This is an optimization exercise on Yosys and OpenROAD, whose aim is small area and a short achievable clock period, not a production implementation. At most, simulation tests tie the RTL to the original design; equivalence was not proved. For run 1, only the layout was checked, not whether the RTL still works. Power is estimated from default activity; no workload was simulated.

==> flow/design.v, too long to show whole: its modules and the start of the top module <==
// module bt_ctl: 61 lines
// module bt_window: 73 lines
// module bt_pop_a: 203 lines
// module bt_pop_b: 111 lines
// module bt_pop_c: 17 lines
// module bt_count: 1027 lines
// module bit_twiddle: 84 lines
module bit_twiddle (
    input  wire         clk,
    input  wire         rst,
    input  wire         in_valid,
    input  wire [5:0]   cmd,
    input  wire [127:0] value,
    input  wire [127:0] distance,
    output reg          out_valid,
    output reg  [1:0]   status,
    output wire [127:0] result
);
  // ...
==> flow/run.sh <==
#!/bin/bash
# synth_recipe.tcl (not shown) runs the flow's synth.tcl, then flattens the netlist and writes it again
# the make line also repeats each setting of config.mk as NAME=value (left out here)
make -C /OpenROAD-flow-scripts/flow DESIGN_CONFIG=/design/flow/config.mk WORK_HOME=/design/flow/orfs CLKGATE_MAP_FILE= SYNTH_SCRIPT=/design/flow/synth_recipe.tcl finish
==> flow/config.mk <==
export PLATFORM = sky130hd
export DESIGN_NAME = bit_twiddle
export DESIGN_NICKNAME = bit_twiddle
export VERILOG_FILES = /design/flow/design.v
export SDC_FILE = /design/flow/constraint.sdc
export NUM_CORES = 4
export LEC_CHECK = 0
export ABC_AREA = 1
export CAP_MARGIN = 40
export CELL_PAD_IN_SITES_DETAIL_PLACEMENT = 2
export CELL_PAD_IN_SITES_GLOBAL_PLACEMENT = 2
export CORE_MARGIN = 2
export CORE_UTILIZATION = 30
export PLACE_DENSITY = 0.55
export SETUP_SLACK_MARGIN = 5
export SLEW_MARGIN = 40
==> flow/constraint.sdc <==
create_clock -name core_clock -period 9.0 [get_ports {clk}]
set_input_delay 1.8000 -clock core_clock [delete_from_list [all_inputs] [get_ports {clk}]]
set_output_delay 1.8000 -clock core_clock [all_outputs]
set_load 0.01 [all_outputs]
==> flow_metrics.tcl, run 1 <==
set metrics [dict create \
    timing_worst_setup_path_type "register to output pin" \
    cts_tree "done" \
    synth_top_family_by_area "simple AND/OR/NAND/NOR gates" \
    status "complete, no violations" \
    synth.area.mux_share 0.0004160 \
    cp_max_fo 1 \
    stdcell_count 5696 \
    top_usage_layer "met2" \
    flops_and_latches 359 \
    synth_compound_area_frac 0.1100 \
    wl_per_cell_microns 27.02 \
    irDropWorstVdd_mv 0.3172 \
    powerComb_uw 3060 \
    post-route-drc-count 0 \
    globalplace.congestion 0.9584 \
    slowest_stage "fa_1" \
    synth_area_per_cell_sq_um 6.312 \
    layout_setup_ws_ns 5.143 \
    hold_viol 0 \
    core_sq_um 89740 \
    power.density_nw_per_um2 215.8 \
    synth_area_leader_cell "dfxtp_1" \
    clock_path_buffers 3 \
    dr.first_iter.drc_count 2442 \
    vias 29630 \
    routed.top_layer "met5" \
    final_max_slew_viol_count 0 \
    dr_wl_met3_microns 10180 \
    synth_warnings 2 \
    top_regs "s1_value x128, s2_res x128, s1_p x57" \
    final_antenna_net_count 0 \
    grt_overflow_total 0 \
    syn_inst 4289 \
    clkCellAreaFrac 0.04914 \
    p_seq_uw 1990 \
    cts_resized 3 \
    synth_top_flop_cell "dfxtp_1" \
    holdPathStages 0 \
    crit_chain "fa_2 > inv_1 > fa_1 > o21bai_1 > buf_2" \
    postSynthRegisterBits 359 \
    place_area_sq_um 31100 \
    synth_cell_types 55 \
]
==> module bt_ctl, before the edit <==
module bt_ctl (
    input  wire [5:0]   cmd,
    input  wire         vneg,        
    input  wire [127:0] distance,
    output wire [5:0]   t,           
    output wire [5:0]   tn,          
    output wire [3:0]   w,           
    output wire [5:0]   u,           
    output wire         ka,          
    output wire         kb,          
    output wire         kc,          
    output wire         fillen,      
    output wire         k_o,         
    output wire         k_b,         
    output wire         k_r,         
    output wire         k_pop,       
    output wire         k_hib,       
    output wire         k_lob,       
    output wire [1:0]   status
);
    wire [3:0] op   = cmd[5:2];
    wire [1:0] wsel = cmd[1:0];
    wire w8  = (wsel == 2'd0);
    wire w16 = (wsel == 2'd1);
    wire w32 = (wsel == 2'd2);
    wire w64 = (wsel == 2'd3);
    assign w = {w64, w32, w16, w8};
    wire dneg = distance[127];
    wire negt = (op == 4'd0) | (op == 4'd2);
    wire [5:0] dlo = distance[5:0];
    assign t  = negt ? (~dlo + 6'd1) : dlo;
    assign tn = ~t;
    wire hz6 = ~|distance[127:6];
    wire ho6 =  &distance[127:6];
    wire hz5 = hz6 & ~distance[5], ho5 = ho6 & distance[5];
    wire hz4 = hz5 & ~distance[4], ho4 = ho5 & distance[4];
    wire hz3 = hz4 & ~distance[3], ho3 = ho4 & distance[3];
    wire hz  = w8 ? hz3 : w16 ? hz4 : w32 ? hz5 : hz6;
    wire ho  = w8 ? ho3 : w16 ? ho4 : w32 ? ho5 : ho6;
    wire [5:0] kmask = {w64, w64 | w32, w64 | w32 | w16, 3'b111};
    wire lnz = |(dlo & kmask);
    wire big = dneg ? ~(ho & lnz) : ~hz;
    wire [5:0] tk   = t & kmask;
    wire       tknz = |tk;
    assign u = tk | {~w64, w8 | w16, w8, 3'b000};
    wire is_sh = (op == 4'd2) | (op == 4'd3) | (op == 4'd4);
    wire right = (op == 4'd2) ? dneg : ~dneg;
    assign ka     = is_sh & big;
    assign kb     = is_sh & right;
    assign kc     = is_sh & ~right & tknz;
    assign fillen = (op == 4'd4) & ~dneg;
    assign k_o   = (op <= 4'd4);
    assign k_b   = (op == 4'd5);
    assign k_r   = (op == 4'd6);
    assign k_pop = (op == 4'd7);
    assign k_hib = (op == 4'd8);
    assign k_lob = (op == 4'd9);
    wire illegal = (op > 4'd9) | (op == 4'd5 && w8) | (op >= 4'd7 && !w8);
    wire domain  = (op == 4'd6 || op == 4'd7) && vneg;
    assign status = illegal ? 2'd2 : (domain ? 2'd1 : 2'd0);
endmodule
==> module bt_window, before the edit <==
module bt_window (
    input  wire [63:0] x,
    input  wire [5:0]  t,
    input  wire [5:0]  tn,
    input  wire [3:0]  w,
    input  wire [5:0]  u,
    input  wire        ka,
    input  wire        kb,
    input  wire        kc,
    input  wire        fillen,
    input  wire        k_o,
    input  wire        k_b,
    input  wire        k_r,
    output wire [63:0] y
);
    reg [63:0] rep;
    reg [63:0] rev;      
    reg [63:0] bsw;      
    integer j;
    always @(*) begin
        for (j = 0; j < 64; j = j + 1) begin
            if (j < 8)
                rep[j] = x[j];
            else if (j < 16)
                rep[j] = (x[j % 8] & w[0]) | (x[j] & ~w[0]);
            else if (j < 32)
                rep[j] = (x[j % 8] & w[0]) | (x[j % 16] & w[1]) | (x[j] & (w[2] | w[3]));
            else
                rep[j] = (x[j % 8] & w[0]) | (x[j % 16] & w[1]) | (x[j % 32] & w[2]) | (x[j] & w[3]);
        end
        for (j = 0; j < 64; j = j + 1) begin
            rev[j] = rep[63 - j];
            bsw[j] = rep[(7 - j / 8) * 8 + j % 8];
        end
    end
    wire [63:0] r0  = ({64{t[0]}} & {rep[0],    rep[63:1]})  | ({64{tn[0]}} & rep);
    wire [63:0] r1  = ({64{t[1]}} & {r0[1:0],   r0[63:2]})   | ({64{tn[1]}} & r0);
    wire [63:0] r2  = ({64{t[2]}} & {r1[3:0],   r1[63:4]})   | ({64{tn[2]}} & r1);
    wire [63:0] r3  = ({64{t[3]}} & {r2[7:0],   r2[63:8]})   | ({64{tn[3]}} & r2);
    wire [63:0] r4  = ({64{t[4]}} & {r3[15:0],  r3[63:16]})  | ({64{tn[4]}} & r3);
    wire [63:0] rot = ({64{t[5]}} & {r4[31:0],  r4[63:32]})  | ({64{tn[5]}} & r4);
    wire [7:0] uh_eq, uh_gt, ul_gt;
    genvar k;
    generate
        for (k = 0; k < 8; k = k + 1) begin : g_dec
            assign uh_eq[k] = (u[5:3] == k);
            assign uh_gt[k] = (u[5:3] >  k);
            assign ul_gt[k] = (u[2:0] >  k);
        end
    endgenerate
    reg [63:0] g, kill;
    always @(*)
        for (j = 0; j < 64; j = j + 1) begin
            g[j]    = uh_gt[(63 - j) / 8] | (uh_eq[(63 - j) / 8] & ul_gt[(63 - j) % 8]);
            kill[j] = ka | (g[j] & kb) | (~g[j] & kc);
        end
    wire sign = (x[7] & w[0]) | (x[15] & w[1]) | (x[31] & w[2]) | (x[63] & w[3]);
    wire fill = fillen & sign;
    reg [63:0] inw;
    reg [63:0] yr;
    always @(*)
        for (j = 0; j < 64; j = j + 1) begin
            if (j < 8)       inw[j] = 1'b1;
            else if (j < 16) inw[j] = ~w[0];
            else if (j < 32) inw[j] = w[2] | w[3];
            else             inw[j] = w[3];
            yr[j] = (x[j] & ~inw[j] & (k_o | k_b | k_r)) |
                    (bsw[j] & inw[j] & k_b) |
                    (rev[j] & inw[j] & k_r) |
                    (inw[j] & k_o & ((kill[j] & fill) | (~kill[j] & rot[j])));
        end
    assign y = yr;
endmodule
==> module bt_pop_b, before the edit <==
module bt_pop_b (
    input  wire [56:0] p,
    output wire [8:0] q
);
    wire pb_1, pb_2, pb_3, pb_4, pb_5, pb_6, pb_7, pb_8, pb_9, pb_10, pb_11, pb_12, pb_13, pb_14, pb_15, pb_16, pb_17, pb_18, pb_19, pb_20, pb_21, pb_22, pb_23, pb_24, pb_25, pb_26, pb_27, pb_28, pb_29, pb_30, pb_31, pb_32, pb_33, pb_34, pb_35, pb_36, pb_37, pb_38, pb_39, pb_40, pb_41, pb_42, pb_43, pb_44, pb_45, pb_46, pb_47, pb_48, pb_49, pb_50, pb_51, pb_52, pb_53, pb_54, pb_55, pb_56, pb_57, pb_58, pb_59, pb_60, pb_61, pb_62, pb_63, pb_64, pb_65, pb_66, pb_67, pb_68, pb_69, pb_70, pb_71, pb_72, pb_73, pb_74, pb_75, pb_76, pb_77, pb_78, pb_79, pb_80, pb_81, pb_82, pb_83, pb_84, pb_85, pb_86, pb_87, pb_88, pb_89, pb_90, pb_91, pb_92, pb_93, pb_94, pb_95, pb_96;
    assign pb_1 = p[0] ^ p[10] ^ p[11];
    assign pb_2 = (p[0] & p[10]) | (p[11] & (p[0] ^ p[10]));
    assign pb_3 = p[12] ^ p[13] ^ p[14];
    assign pb_4 = (p[12] & p[13]) | (p[14] & (p[12] ^ p[13]));
    assign pb_5 = p[1] ^ p[2] ^ p[3];
    assign pb_6 = (p[1] & p[2]) | (p[3] & (p[1] ^ p[2]));
    assign pb_7 = p[4] ^ p[5] ^ p[6];
    assign pb_8 = (p[4] & p[5]) | (p[6] & (p[4] ^ p[5]));
    assign pb_9 = p[7] ^ p[8] ^ p[9];
    assign pb_10 = (p[7] & p[8]) | (p[9] & (p[7] ^ p[8]));
    assign pb_11 = pb_1 ^ pb_3 ^ pb_5;
    assign pb_12 = (pb_1 & pb_3) | (pb_5 & (pb_1 ^ pb_3));
    assign pb_13 = pb_7 ^ pb_9 ^ pb_11;
    assign pb_14 = (pb_7 & pb_9) | (pb_11 & (pb_7 ^ pb_9));
    assign pb_15 = p[15] ^ p[16] ^ p[17];
    assign pb_16 = (p[15] & p[16]) | (p[17] & (p[15] ^ p[16]));
    assign pb_17 = p[18] ^ p[19] ^ p[20];
    assign pb_18 = (p[18] & p[19]) | (p[20] & (p[18] ^ p[19]));
    assign pb_19 = p[21] ^ p[22] ^ p[23];
    assign pb_20 = (p[21] & p[22]) | (p[23] & (p[21] ^ p[22]));
    assign pb_21 = p[24] ^ p[25] ^ p[26];
    assign pb_22 = (p[24] & p[25]) | (p[26] & (p[24] ^ p[25]));
    assign pb_23 = p[27] ^ p[28] ^ p[29];
    assign pb_24 = (p[27] & p[28]) | (p[29] & (p[27] ^ p[28]));
    assign pb_25 = p[30] ^ p[31] ^ p[32];
    assign pb_26 = (p[30] & p[31]) | (p[32] & (p[30] ^ p[31]));
    assign pb_27 = p[33] ^ p[34] ^ p[35];
    assign pb_28 = (p[33] & p[34]) | (p[35] & (p[33] ^ p[34]));
    assign pb_29 = p[36] ^ p[37] ^ p[38];
    assign pb_30 = (p[36] & p[37]) | (p[38] & (p[36] ^ p[37]));
    assign pb_31 = p[39] ^ p[40] ^ p[41];
    assign pb_32 = (p[39] & p[40]) | (p[41] & (p[39] ^ p[40]));
    assign pb_33 = p[42] ^ pb_10 ^ pb_2;
    assign pb_34 = (p[42] & pb_10) | (pb_2 & (p[42] ^ pb_10));
    assign pb_35 = pb_4 ^ pb_6 ^ pb_8;
    assign pb_36 = (pb_4 & pb_6) | (pb_8 & (pb_4 ^ pb_6));
    assign pb_37 = pb_15 ^ pb_17 ^ pb_19;
    assign pb_38 = (pb_15 & pb_17) | (pb_19 & (pb_15 ^ pb_17));
    assign pb_39 = pb_21 ^ pb_23 ^ pb_25;
    assign pb_40 = (pb_21 & pb_23) | (pb_25 & (pb_21 ^ pb_23));
    assign pb_41 = pb_27 ^ pb_29 ^ pb_31;
    assign pb_42 = (pb_27 & pb_29) | (pb_31 & (pb_27 ^ pb_29));
    assign pb_43 = pb_12 ^ pb_33 ^ pb_35;
    assign pb_44 = (pb_12 & pb_33) | (pb_35 & (pb_12 ^ pb_33));
    assign pb_45 = pb_37 ^ pb_39 ^ pb_41;
    assign pb_46 = (pb_37 & pb_39) | (pb_41 & (pb_37 ^ pb_39));
    assign pb_47 = pb_14 ^ pb_43 ^ pb_45;
    assign pb_48 = (pb_14 & pb_43) | (pb_45 & (pb_14 ^ pb_43));
    assign pb_49 = p[43] ^ p[44] ^ p[45];
    assign pb_50 = (p[43] & p[44]) | (p[45] & (p[43] ^ p[44]));
    assign pb_51 = p[46] ^ p[47] ^ p[48];
    assign pb_52 = (p[46] & p[47]) | (p[48] & (p[46] ^ p[47]));
    assign pb_53 = p[49] ^ p[50] ^ p[51];
    assign pb_54 = (p[49] & p[50]) | (p[51] & (p[49] ^ p[50]));
    assign pb_55 = p[52] ^ p[53] ^ p[54];
    assign pb_56 = (p[52] & p[53]) | (p[54] & (p[52] ^ p[53]));
    assign pb_57 = p[55] ^ p[56] ^ pb_16;
    assign pb_58 = (p[55] & p[56]) | (pb_16 & (p[55] ^ p[56]));
    assign pb_59 = pb_18 ^ pb_20 ^ pb_22;
    assign pb_60 = (pb_18 & pb_20) | (pb_22 & (pb_18 ^ pb_20));
    assign pb_61 = pb_24 ^ pb_26 ^ pb_28;
    assign pb_62 = (pb_24 & pb_26) | (pb_28 & (pb_24 ^ pb_26));
    assign pb_63 = pb_30 ^ pb_32 ^ pb_49;
    assign pb_64 = (pb_30 & pb_32) | (pb_49 & (pb_30 ^ pb_32));
    assign pb_65 = pb_51 ^ pb_53 ^ pb_55;
    assign pb_66 = (pb_51 & pb_53) | (pb_55 & (pb_51 ^ pb_53));
    assign pb_67 = pb_34 ^ pb_36 ^ pb_38;
    assign pb_68 = (pb_34 & pb_36) | (pb_38 & (pb_34 ^ pb_36));
    assign pb_69 = pb_40 ^ pb_42 ^ pb_57;
    assign pb_70 = (pb_40 & pb_42) | (pb_57 & (pb_40 ^ pb_42));
    assign pb_71 = pb_59 ^ pb_61 ^ pb_63;
    assign pb_72 = (pb_59 & pb_61) | (pb_63 & (pb_59 ^ pb_61));
    assign pb_73 = pb_65 ^ pb_44 ^ pb_46;
    assign pb_74 = (pb_65 & pb_44) | (pb_46 & (pb_65 ^ pb_44));
    assign pb_75 = pb_67 ^ pb_69 ^ pb_71;
    assign pb_76 = (pb_67 & pb_69) | (pb_71 & (pb_67 ^ pb_69));
    assign pb_77 = pb_48 ^ pb_73 ^ pb_75;
    assign pb_78 = (pb_48 & pb_73) | (pb_75 & (pb_48 ^ pb_73));
    assign pb_79 = pb_50 ^ pb_52 ^ pb_54;
    assign pb_80 = (pb_50 & pb_52) | (pb_54 & (pb_50 ^ pb_52));
    assign pb_81 = pb_56 ^ pb_58 ^ pb_60;
    assign pb_82 = (pb_56 & pb_58) | (pb_60 & (pb_56 ^ pb_58));
    assign pb_83 = pb_62 ^ pb_64 ^ pb_66;
    assign pb_84 = (pb_62 & pb_64) | (pb_66 & (pb_62 ^ pb_64));
    assign pb_85 = pb_79 ^ pb_68 ^ pb_70;
    assign pb_86 = (pb_79 & pb_68) | (pb_70 & (pb_79 ^ pb_68));
    assign pb_87 = pb_81 ^ pb_72 ^ pb_83;
    assign pb_88 = (pb_81 & pb_72) | (pb_83 & (pb_81 ^ pb_72));
    assign pb_89 = pb_74 ^ pb_85 ^ pb_76;
    assign pb_90 = (pb_74 & pb_85) | (pb_76 & (pb_74 ^ pb_85));
    assign pb_91 = pb_87 ^ pb_78 ^ pb_89;
    assign pb_92 = (pb_87 & pb_78) | (pb_89 & (pb_87 ^ pb_78));
    assign pb_93 = pb_80 ^ pb_82 ^ pb_84;
    assign pb_94 = (pb_80 & pb_82) | (pb_84 & (pb_80 ^ pb_82));
    assign pb_95 = pb_86 ^ pb_88 ^ pb_93;
    assign pb_96 = (pb_86 & pb_88) | (pb_93 & (pb_86 ^ pb_88));
    assign q[0] = pb_13;
    assign q[1] = pb_47;
    assign q[2] = pb_77;
    assign q[3] = pb_91;
    assign q[4] = pb_90;
    assign q[5] = pb_95;
    assign q[6] = pb_92;
    assign q[7] = pb_94;
    assign q[8] = pb_96;
endmodule
==> module bt_pop_c, before the edit <==
module bt_pop_c (
    input  wire [8:0] p,
    output wire [6:0] q
);
    wire pc_1, pc_2, pc_3, pc_4;
    assign pc_1 = p[4] ^ p[5] ^ p[6];
    assign pc_2 = (p[4] & p[5]) | (p[6] & (p[4] ^ p[5]));
    assign pc_3 = p[7] ^ p[8] ^ pc_2;
    assign pc_4 = (p[7] & p[8]) | (pc_2 & (p[7] ^ p[8]));
    assign q[0] = p[0];
    assign q[1] = p[1];
    assign q[2] = p[2];
    assign q[3] = p[3];
    assign q[4] = pc_1;
    assign q[5] = pc_3;
    assign q[6] = pc_4;
endmodule
==> module bit_twiddle, before the edit <==
module bit_twiddle (
    input  wire         clk,
    input  wire         rst,
    input  wire         in_valid,
    input  wire [5:0]   cmd,
    input  wire [127:0] value,
    input  wire [127:0] distance,
    output reg          out_valid,
    output reg  [1:0]   status,
    output wire [127:0] result
);
    localparam NP = 57;      
    localparam NQ = 9;       
    wire [5:0] t, tn, u;
    wire [3:0] w;
    wire       ka, kb, kc, fillen, k_o, k_b, k_r, k_pop, k_hib, k_lob;
    wire [1:0] st;
    bt_ctl u_ctl (
        .cmd(cmd), .vneg(value[127]), .distance(distance),
        .t(t), .tn(tn), .w(w), .u(u), .ka(ka), .kb(kb), .kc(kc), .fillen(fillen),
        .k_o(k_o), .k_b(k_b), .k_r(k_r), .k_pop(k_pop), .k_hib(k_hib), .k_lob(k_lob),
        .status(st)
    );
    wire npow2 = value[127] & ~|(value[126:0] & ~value[127:1]);
    wire [NP-1:0] p;
    bt_pop_a u_pop_a (.value(value[126:0]), .p(p));
    reg          s1_valid;
    reg          s1_npow2;
    reg [5:0]    s1_t, s1_tn, s1_u;
    reg [3:0]    s1_w;
    reg          s1_ka, s1_kb, s1_kc, s1_fillen;
    reg          s1_k_o, s1_k_b, s1_k_r, s1_k_pop, s1_k_hib, s1_k_lob;
    reg [1:0]    s1_status;
    reg [127:0]  s1_value;
    reg [NP-1:0] s1_p;
    always @(posedge clk) begin
        if (rst) s1_valid <= 1'b0;
        else     s1_valid <= in_valid;
        s1_npow2  <= npow2;
        s1_t      <= t;
        s1_tn     <= tn;
        s1_u      <= u;
        s1_w      <= w;
        s1_ka     <= ka;
        s1_kb     <= kb;
        s1_kc     <= kc;
        s1_fillen <= fillen;
        s1_k_o    <= k_o;
        s1_k_b    <= k_b;
        s1_k_r    <= k_r;
        s1_k_pop  <= k_pop;
        s1_k_hib  <= k_hib;
        s1_k_lob  <= k_lob;
        s1_status <= st;
        s1_value  <= value;
        s1_p      <= p;
    end
    wire [63:0] y;
    bt_window u_win (
        .x(s1_value[63:0]), .t(s1_t), .tn(s1_tn), .w(s1_w), .u(s1_u),
        .ka(s1_ka), .kb(s1_kb), .kc(s1_kc), .fillen(s1_fillen),
        .k_o(s1_k_o), .k_b(s1_k_b), .k_r(s1_k_r), .y(y)
    );
    wire [NQ-1:0] q;
    bt_pop_b u_pop_b (.p(s1_p), .q(q));
    wire [7:0] hib, lob;
    bt_count u_count (.value(s1_value), .npow2(s1_npow2), .hib(hib), .lob(lob));
    wire [7:0] cnt = ({8{s1_k_hib}} & hib) | ({8{s1_k_lob}} & lob);
    wire       win = s1_k_o | s1_k_b | s1_k_r;
    reg [127:0]  s2_res;
    reg [NQ-1:0] s2_q;
    reg          s2_pop;
    always @(posedge clk) begin
        if (rst) out_valid <= 1'b0;
        else     out_valid <= s1_valid;
        status <= s1_status;
        s2_res <= {s1_value[127:64] & {64{win}}, y[63:8], y[7:0] | cnt};
        s2_q   <= q;
        s2_pop <= s1_k_pop;
    end
    wire [6:0] pop;
    bt_pop_c u_pop_c (.p(s2_q), .q(pop));
    assign result = {s2_res[127:7], s2_res[6:0] | (pop & {7{s2_pop}})};
endmodule
==> inputs of run 2 (changes only) <==
--- a/flow/design.v
+++ b/flow/design.v
@@ -7,4 +7,4 @@
     output wire [3:0]   w,           
-    output wire [5:0]   u,           
     output wire         ka,          
+    output wire [5:0]   u,           
     output wire         kb,          
@@ -29,4 +29,5 @@
     wire negt = (op == 4'd0) | (op == 4'd2);
+    wire zt   = (op == 4'd5) | (op == 4'd6);
     wire [5:0] dlo = distance[5:0];
-    assign t  = negt ? (~dlo + 6'd1) : dlo;
+    assign t  = zt ? 6'd0 : negt ? (~dlo + 6'd1) : dlo;
     assign tn = ~t;
@@ -66,4 +67,4 @@
     input  wire [3:0]  w,
-    input  wire [5:0]  u,
     input  wire        ka,
+    input  wire [5:0]  u,
     input  wire        kb,
@@ -96,3 +97,4 @@
     end
-    wire [63:0] r0  = ({64{t[0]}} & {rep[0],    rep[63:1]})  | ({64{tn[0]}} & rep);
+    wire [63:0] rin = ({64{k_o}} & rep) | ({64{k_b}} & bsw) | ({64{k_r}} & rev);
+    wire [63:0] r0  = ({64{t[0]}} & {rin[0],    rin[63:1]})  | ({64{tn[0]}} & rin);
     wire [63:0] r1  = ({64{t[1]}} & {r0[1:0],   r0[63:2]})   | ({64{tn[1]}} & r0);
@@ -128,5 +130,3 @@
             yr[j] = (x[j] & ~inw[j] & (k_o | k_b | k_r)) |
-                    (bsw[j] & inw[j] & k_b) |
-                    (rev[j] & inw[j] & k_r) |
-                    (inw[j] & k_o & ((kill[j] & fill) | (~kill[j] & rot[j])));
+                    (inw[j] & ((kill[j] & fill) | (~kill[j] & rot[j])));
         end
@@ -339,5 +339,5 @@
     input  wire [56:0] p,
-    output wire [8:0] q
+    output wire [12:0] q
 );
-    wire pb_1, pb_2, pb_3, pb_4, pb_5, pb_6, pb_7, pb_8, pb_9, pb_10, pb_11, pb_12, pb_13, pb_14, pb_15, pb_16, pb_17, pb_18, pb_19, pb_20, pb_21, pb_22, pb_23, pb_24, pb_25, pb_26, pb_27, pb_28, pb_29, pb_30, pb_31, pb_32, pb_33, pb_34, pb_35, pb_36, pb_37, pb_38, pb_39, pb_40, pb_41, pb_42, pb_43, pb_44, pb_45, pb_46, pb_47, pb_48, pb_49, pb_50, pb_51, pb_52, pb_53, pb_54, pb_55, pb_56, pb_57, pb_58, pb_59, pb_60, pb_61, pb_62, pb_63, pb_64, pb_65, pb_66, pb_67, pb_68, pb_69, pb_70, pb_71, pb_72, pb_73, pb_74, pb_75, pb_76, pb_77, pb_78, pb_79, pb_80, pb_81, pb_82, pb_83, pb_84, pb_85, pb_86, pb_87, pb_88, pb_89, pb_90, pb_91, pb_92, pb_93, pb_94, pb_95, pb_96;
+    wire pb_1, pb_2, pb_3, pb_4, pb_5, pb_6, pb_7, pb_8, pb_9, pb_10, pb_11, pb_12, pb_13, pb_14, pb_15, pb_16, pb_17, pb_18, pb_19, pb_20, pb_21, pb_22, pb_23, pb_24, pb_25, pb_26, pb_27, pb_28, pb_29, pb_30, pb_31, pb_32, pb_33, pb_34, pb_35, pb_36, pb_37, pb_38, pb_39, pb_40, pb_41, pb_42, pb_43, pb_44, pb_45, pb_46, pb_47, pb_48, pb_49, pb_50, pb_51, pb_52, pb_53, pb_54, pb_55, pb_56, pb_57, pb_58, pb_59, pb_60, pb_61, pb_62, pb_63, pb_64, pb_65, pb_66, pb_67, pb_68, pb_69, pb_70, pb_71, pb_72, pb_73, pb_74, pb_75, pb_76, pb_77, pb_78, pb_79, pb_80, pb_81, pb_82, pb_83, pb_84, pb_85, pb_86, pb_87, pb_88;
     assign pb_1 = p[0] ^ p[10] ^ p[11];
@@ -418,48 +418,52 @@
     assign pb_76 = (pb_67 & pb_69) | (pb_71 & (pb_67 ^ pb_69));
-    assign pb_77 = pb_48 ^ pb_73 ^ pb_75;
-    assign pb_78 = (pb_48 & pb_73) | (pb_75 & (pb_48 ^ pb_73));
-    assign pb_79 = pb_50 ^ pb_52 ^ pb_54;
-    assign pb_80 = (pb_50 & pb_52) | (pb_54 & (pb_50 ^ pb_52));
-    assign pb_81 = pb_56 ^ pb_58 ^ pb_60;
-    assign pb_82 = (pb_56 & pb_58) | (pb_60 & (pb_56 ^ pb_58));
-    assign pb_83 = pb_62 ^ pb_64 ^ pb_66;
-    assign pb_84 = (pb_62 & pb_64) | (pb_66 & (pb_62 ^ pb_64));
-    assign pb_85 = pb_79 ^ pb_68 ^ pb_70;
-    assign pb_86 = (pb_79 & pb_68) | (pb_70 & (pb_79 ^ pb_68));
-    assign pb_87 = pb_81 ^ pb_72 ^ pb_83;
-    assign pb_88 = (pb_81 & pb_72) | (pb_83 & (pb_81 ^ pb_72));
-    assign pb_89 = pb_74 ^ pb_85 ^ pb_76;
-    assign pb_90 = (pb_74 & pb_85) | (pb_76 & (pb_74 ^ pb_85));
-    assign pb_91 = pb_87 ^ pb_78 ^ pb_89;
-    assign pb_92 = (pb_87 & pb_78) | (pb_89 & (pb_87 ^ pb_78));
-    assign pb_93 = pb_80 ^ pb_82 ^ pb_84;
-    assign pb_94 = (pb_80 & pb_82) | (pb_84 & (pb_80 ^ pb_82));
-    assign pb_95 = pb_86 ^ pb_88 ^ pb_93;
-    assign pb_96 = (pb_86 & pb_88) | (pb_93 & (pb_86 ^ pb_88));
+    assign pb_77 = pb_50 ^ pb_52 ^ pb_54;
+    assign pb_78 = (pb_50 & pb_52) | (pb_54 & (pb_50 ^ pb_52));
+    assign pb_79 = pb_56 ^ pb_58 ^ pb_60;
+    assign pb_80 = (pb_56 & pb_58) | (pb_60 & (pb_56 ^ pb_58));
+    assign pb_81 = pb_62 ^ pb_64 ^ pb_66;
+    assign pb_82 = (pb_62 & pb_64) | (pb_66 & (pb_62 ^ pb_64));
+    assign pb_83 = pb_77 ^ pb_68 ^ pb_70;
+    assign pb_84 = (pb_77 & pb_68) | (pb_70 & (pb_77 ^ pb_68));
+    assign pb_85 = pb_79 ^ pb_72 ^ pb_81;
+    assign pb_86 = (pb_79 & pb_72) | (pb_81 & (pb_79 ^ pb_72));
+    assign pb_87 = pb_78 ^ pb_80 ^ pb_82;
+    assign pb_88 = (pb_78 & pb_80) | (pb_82 & (pb_78 ^ pb_80));
     assign q[0] = pb_13;
     assign q[1] = pb_47;
-    assign q[2] = pb_77;
-    assign q[3] = pb_91;
-    assign q[4] = pb_90;
-    assign q[5] = pb_95;
-    assign q[6] = pb_92;
-    assign q[7] = pb_94;
-    assign q[8] = pb_96;
+    assign q[2] = pb_48;
+    assign q[3] = pb_73;
+    assign q[4] = pb_75;
+    assign q[5] = pb_74;
+    assign q[6] = pb_83;
+    assign q[7] = pb_76;
+    assign q[8] = pb_85;
+    assign q[9] = pb_84;
+    assign q[10] = pb_86;
+    assign q[11] = pb_87;
+    assign q[12] = pb_88;
 endmodule
 module bt_pop_c (
-    input  wire [8:0] p,
+    input  wire [12:0] p,
     output wire [6:0] q
 );
-    wire pc_1, pc_2, pc_3, pc_4;
-    assign pc_1 = p[4] ^ p[5] ^ p[6];
-    assign pc_2 = (p[4] & p[5]) | (p[6] & (p[4] ^ p[5]));
-    assign pc_3 = p[7] ^ p[8] ^ pc_2;
-    assign pc_4 = (p[7] & p[8]) | (pc_2 & (p[7] ^ p[8]));
+    wire pc_1, pc_2, pc_3, pc_4, pc_5, pc_6, pc_7, pc_8, pc_9, pc_10, pc_11, pc_12;
+    assign pc_1 = p[2] ^ p[3] ^ p[4];
+    assign pc_2 = (p[2] & p[3]) | (p[4] & (p[2] ^ p[3]));
+    assign pc_3 = p[5] ^ p[6] ^ p[7];
+    assign pc_4 = (p[5] & p[6]) | (p[7] & (p[5] ^ p[6]));
+    assign pc_5 = p[8] ^ pc_2 ^ pc_3;
+    assign pc_6 = (p[8] & pc_2) | (pc_3 & (p[8] ^ pc_2));
+    assign pc_7 = p[10] ^ p[11] ^ p[9];
+    assign pc_8 = (p[10] & p[11]) | (p[9] & (p[10] ^ p[11]));
+    assign pc_9 = pc_4 ^ pc_7 ^ pc_6;
+    assign pc_10 = (pc_4 & pc_7) | (pc_6 & (pc_4 ^ pc_7));
+    assign pc_11 = p[12] ^ pc_8 ^ pc_10;
+    assign pc_12 = (p[12] & pc_8) | (pc_10 & (p[12] ^ pc_8));
     assign q[0] = p[0];
     assign q[1] = p[1];
-    assign q[2] = p[2];
-    assign q[3] = p[3];
-    assign q[4] = pc_1;
-    assign q[5] = pc_3;
-    assign q[6] = pc_4;
+    assign q[2] = pc_1;
+    assign q[3] = pc_5;
+    assign q[4] = pc_9;
+    assign q[5] = pc_11;
+    assign q[6] = pc_12;
 endmodule
@@ -1501,6 +1505,6 @@
     output reg  [1:0]   status,
-    output wire [127:0] result
+    output reg  [127:0] result
 );
     localparam NP = 57;      
-    localparam NQ = 9;       
+    localparam NQ = 13;      
     wire [5:0] t, tn, u;
@@ -1561,2 +1565,3 @@
     wire       win = s1_k_o | s1_k_b | s1_k_r;
+    reg          s2_valid;
     reg [127:0]  s2_res;
@@ -1564,9 +1569,10 @@
     reg          s2_pop;
+    reg [1:0]    s2_status;
     always @(posedge clk) begin
-        if (rst) out_valid <= 1'b0;
-        else     out_valid <= s1_valid;
-        status <= s1_status;
-        s2_res <= {s1_value[127:64] & {64{win}}, y[63:8], y[7:0] | cnt};
-        s2_q   <= q;
-        s2_pop <= s1_k_pop;
+        if (rst) s2_valid <= 1'b0;
+        else     s2_valid <= s1_valid;
+        s2_res    <= {s1_value[127:64] & {64{win}}, y[63:8], y[7:0] | cnt};
+        s2_q      <= q;
+        s2_pop    <= s1_k_pop;
+        s2_status <= s1_status;
     end
@@ -1574,3 +1580,8 @@
     bt_pop_c u_pop_c (.p(s2_q), .q(pop));
-    assign result = {s2_res[127:7], s2_res[6:0] | (pop & {7{s2_pop}})};
+    always @(posedge clk) begin
+        if (rst) out_valid <= 1'b0;
+        else     out_valid <= s2_valid;
+        status <= s2_status;
+        result <= {s2_res[127:7], s2_res[6:0] | (pop & {7{s2_pop}})};
+    end
 endmodule
==> flow/flow/run.sh (new file) <==
#!/bin/bash
# Layout flow: the standard flow (standard.sh: the standard synthesis,
# floorplan, placement, CTS, routing), except that the ports are buffered
# with plain buffers (buf_1) instead of the delay buffers buffer_ports picks
# by default. Every input and output port still gets its own buffer.
set -euo pipefail
bash standard.sh "BUFFER_PORTS_ARGS=-buffer_cell sky130_fd_sc_hd__buf_1" finish > standard.log 2>&1
==> flow/standard.sh (new file) <==
#!/bin/bash
# synth_recipe.tcl (not shown) runs the flow's synth.tcl, then flattens the netlist and writes it again
# the make line also repeats each setting of config.mk as NAME=value (left out here)
make -C /OpenROAD-flow-scripts/flow DESIGN_CONFIG=/design/flow/config.mk WORK_HOME=/design/flow/orfs CLKGATE_MAP_FILE= SYNTH_SCRIPT=/design/flow/synth_recipe.tcl "${@:-finish}"
--- a/flow/config.mk
+++ b/flow/config.mk
@@ -7,3 +7,3 @@
 export LEC_CHECK = 0
-export ABC_AREA = 1
+export ABC_CLOCK_PERIOD_IN_PS = 3400
 export CAP_MARGIN = 40
removed: flow/run.sh
==> flow_metrics.tcl, run 2 <==
set metrics [dict create \
    via_per_inst 6.255 \
    hp-class "register to register" \
    track_usage 0.3772 \
    slowest_delay_ns 0.68 \
    antenna_found_initial 24 \
    wirelength_microns 192200 \
    synth_most_common_cell "dfxtp_1" \
    synthToLayoutAreaGrowth_pct 21.17 \
    top_regs "result x128, s1_value x128, s2_res x128" \
    rows 114 \
    ys_seq_area_frac 0.3388 \
    ctsHoldBuffers 0 \
    final.setup.tns_ns 0 \
    cap_violations 0 \
    htree_levels 2 \
    final_cell_mix "482 x dfxtp_1, 396 x buf_1, 359 x a21oi_1" \
    cpMostUsedCell "buf_4" \
    die_w_microns 315.9 \
    synth_area_per_cell_sq_um 8.380 \
    cts_sinks 494 \
    synth_top_area_frac 0.3388 \
    globalplace.congestion 1.011 \
    dieArea_sq_um 99800 \
    crit_arrival_ns 4.61 \
    postSynthRegisterBits 494 \
    die_h_microns 315.9 \
    cts.clk_slew.worst_paths_ns 0.07 \
    slowest_stage "or4_4" \
    leakagePower_uw 0.01380 \
    clock_path_buffers 3 \
    nets 4307 \
    hold_viol 0 \
    synth_nets 3933 \
    fin_skew_ns 0.03013 \
    ys_top_cells_by_count "494 x dfxtp_1, 359 x a21oi_1, 314 x inv_1, 290 x nor2_1, 249 x nand2_1" \
    cp.required_ns 9.54 \
    syn_inst 3483 \
    tightestPinTransition_ns 0.9542 \
    dp_hpwl_microns 152100 \
    start_kind "register" \
    synth_area_leader_cell "dfxtp_1" \
    cp_max_fo 11 \
    period_share 0.4521 \
    grt_overflow_total 0 \
    final_antenna_net_count 0 \
    final_max_slew_viol_count 0 \
    irDropWorstVdd_mv 0.1580 \
    grt_pass1_wl_microns 266800 \
    post-route-drc-count 0 \
    drive_gt1_frac 0.1070 \
    finalSetupViolCount 0 \
    crit_chain "a22oi_2 > nand2_2 > a222oi_1 > buf_4 > buf_4 > a21oi_1 > or4_4 > a2bb2oi_2 > o221ai_2 > a2111o_1 > a211o_1" \
    cts_buffers 57 \
    synth-edff-count 0 \
    core_sq_um 96570 \
    rsz0062_at_grt "yes" \
    insertion_delay_ns 0.69 \
    max_slew_margin 0.3630 \
    wl_per_cell_microns 37.03 \
    dr.first_iter.drc_count 3645 \
    place_area_sq_um 32280 \
    ys_async_sr_fraction 0 \
    dr.pass1.iters 6 \
    initial_core_util 0.3022 \
    cp-end-kind "register" \
    vias 32470 \
    worst-path-buf-inv 2 \
    cts_tree "done" \
    cpLargestDelayFamily "compound AO/OA/AOI/OAI gates" \
    netlist_area_sq_um 29190 \
    layout_commonest_cell "dfxtp_1" \
    ys_top_cells_by_area "dfxtp_1 34%, fa_1 8.2%, a21oi_1 6.2%" \
    power.density_nw_per_um2 227.0 \
    synth_cell_types 89 \
    synth_warnings 2 \
    port_buffers 395 \
    root_buffer "clkbuf_16" \
    stdcell_area_sq_um 35370 \
    status "complete, no violations" \
    timing_worst_setup_path_type "register to register" \
    grt_max_degree 68 \
    nFillCells 10860 \
    fin_crit_ns 4.069 \
    io_pins 396 \
    grt_pass1_vias 33660 \
    max_freq_mhz 245.8 \
    synth_top_flop_cell "dfxtp_1" \
]
-- run 2: cell count changes after synthesis, moves of 51 or more --
cell and delta:
a21oi_1 +209, a22oi_1 +74, buf_2 -74, buf_4 -126, clkbuf_1 +118, dfxtp_1 +135
inv_1 -172, nand2_1 -1513, nand3_1 -85, nor4_1 +51
-- run 2: path summary, 6_finish.rpt --
path	from	end	slack, ns	cells past startpoint
max reg2reg	s1_value[0]	s2_res[4]	4.93	11
min reg2reg	s2_res[123]	result[123]	0.31	0
max	s1_value[0]	s2_res[4]	4.93	11
min	s2_res[123]	result[123]	0.31	0
-- run 2: worst register-to-register path, stage by stage (launching register included) --
cell and delay (ns):
dfxtp_1 0.51, a22oi_2 0.53, nand2_2 0.35, a222oi_1 0.39, buf_4 0.19, buf_4 0.13
a21oi_1 0.06, or4_4 0.68, a2bb2oi_2 0.19, o221ai_2 0.11, a2111o_1 0.48, a211o_1 0.30
-- run 2: power by group --
group / internal, uW / switching, uW
sequential: 2480 / 252
combinational: 897 / 1770
clock: 1550 / 1080
-- run 2: layout make-up --
cell class | count | area, sq um | share of cell area
tap | 1276 | 1597 | 0.04514
antenna | 8 | 20.02 | 0.0005661
clock buffer | 73 | 1618 | 0.04574
sequential | 494 | 9907 | 0.2801
multi-input combinational | 2466 | 18080 | 0.5113
timing repair buffer | 520 | 2460 | 0.06955
inverter | 318 | 1194 | 0.03375
clock inverter | 35 | 490.5 | 0.01387
-- run 2: metal layers --
metal	track usage	share of wire	routed length [microns]	vias to the layer above
li1	-	-	-	13540
met1	0.5104	0.43	81760	16680
met2	0.5701	0.43	82580	1793
met3	0.09006	0.094	18080	446
met4	0.1652	0.050	9691	12
met5	0	0.00044	84	-
-- run 2: logic make-up (layout without fill, tap and decap cells) --
| logic type | after synthesis | count (layout) | synth area share |
|---|---|---|---|
| mux | 35 | 35 | 0.01273 |
| buf+inv | 523 | 946 | 0.06949 |
| fa+ha+maj | 185 | 185 | 0.1102 |
| compound gates | 1225 | 1225 | 0.2901 |
| xor+xnor | 70 | 70 | 0.02101 |
| other cells | 0 | 8 | 0 |
| simple gates | 951 | 951 | 0.1577 |
| flops | 494 | 494 | 0.3388 |
-- run 2: metrics by stage --
stage	hold slack (ns)	utilization	instances	power, uW	setup slack, ns
2_1_floorplan	0.3096	-	3483	4030	5.530
3_3_place_gp	0.3097	0.3319	5024	5125	4.010
3_5_place_dp	0.3132	0.3343	5031	5265	4.210
4_1_cts	0.3251	0.3609	5160	7959	4.872
5_1_grt	0.3238	0.3661	5183	8388	4.875
6_report	0.3082	0.3662	5190	8027	4.931
-- run 2: repair_timing --
action                                  in CTS  in global routing
pin swaps                                   12                 15
buffers inserted                            21                 22
endpoints found under the hold margin        0                  0
endpoints found under the setup margin      63                 58
gates resized for setup                     49                 40

==> separate check: timing with driven ports <==
Ports are ideal in the flow. The routed layouts listed here were re-timed in OpenROAD.
Step 1 sets driving cells, clkbuf_16 on the clock port and buf_2 on the other inputs (assumed; they add their load-dependent delay and slew).
Step 2 moves the port delays by t, midway between the first and last clock arrival at a register: inputs arrive t later, outputs are due t later. That takes back most of the time a late clock gives input paths.
Three values: no drivers, after step 1, after step 2; two values: the first two.
run | t (ns) | setup slack, ns | worst setup path at the end | worst data-port slew with drivers (ns) | pins driven straight from the clock port
run 1 | 0.694 | 5.143 / 5.069 / 4.964 | input to register | 0.11 | 1
run 2 | 0.738 | 4.931 / 4.931 / 4.931 | register to register | 0.11 | 1
After both steps every run listed still meets setup and hold. The setup slack of run 1, which loses most, moves by -0.074 ns with the drivers and by -0.179 ns with both steps.
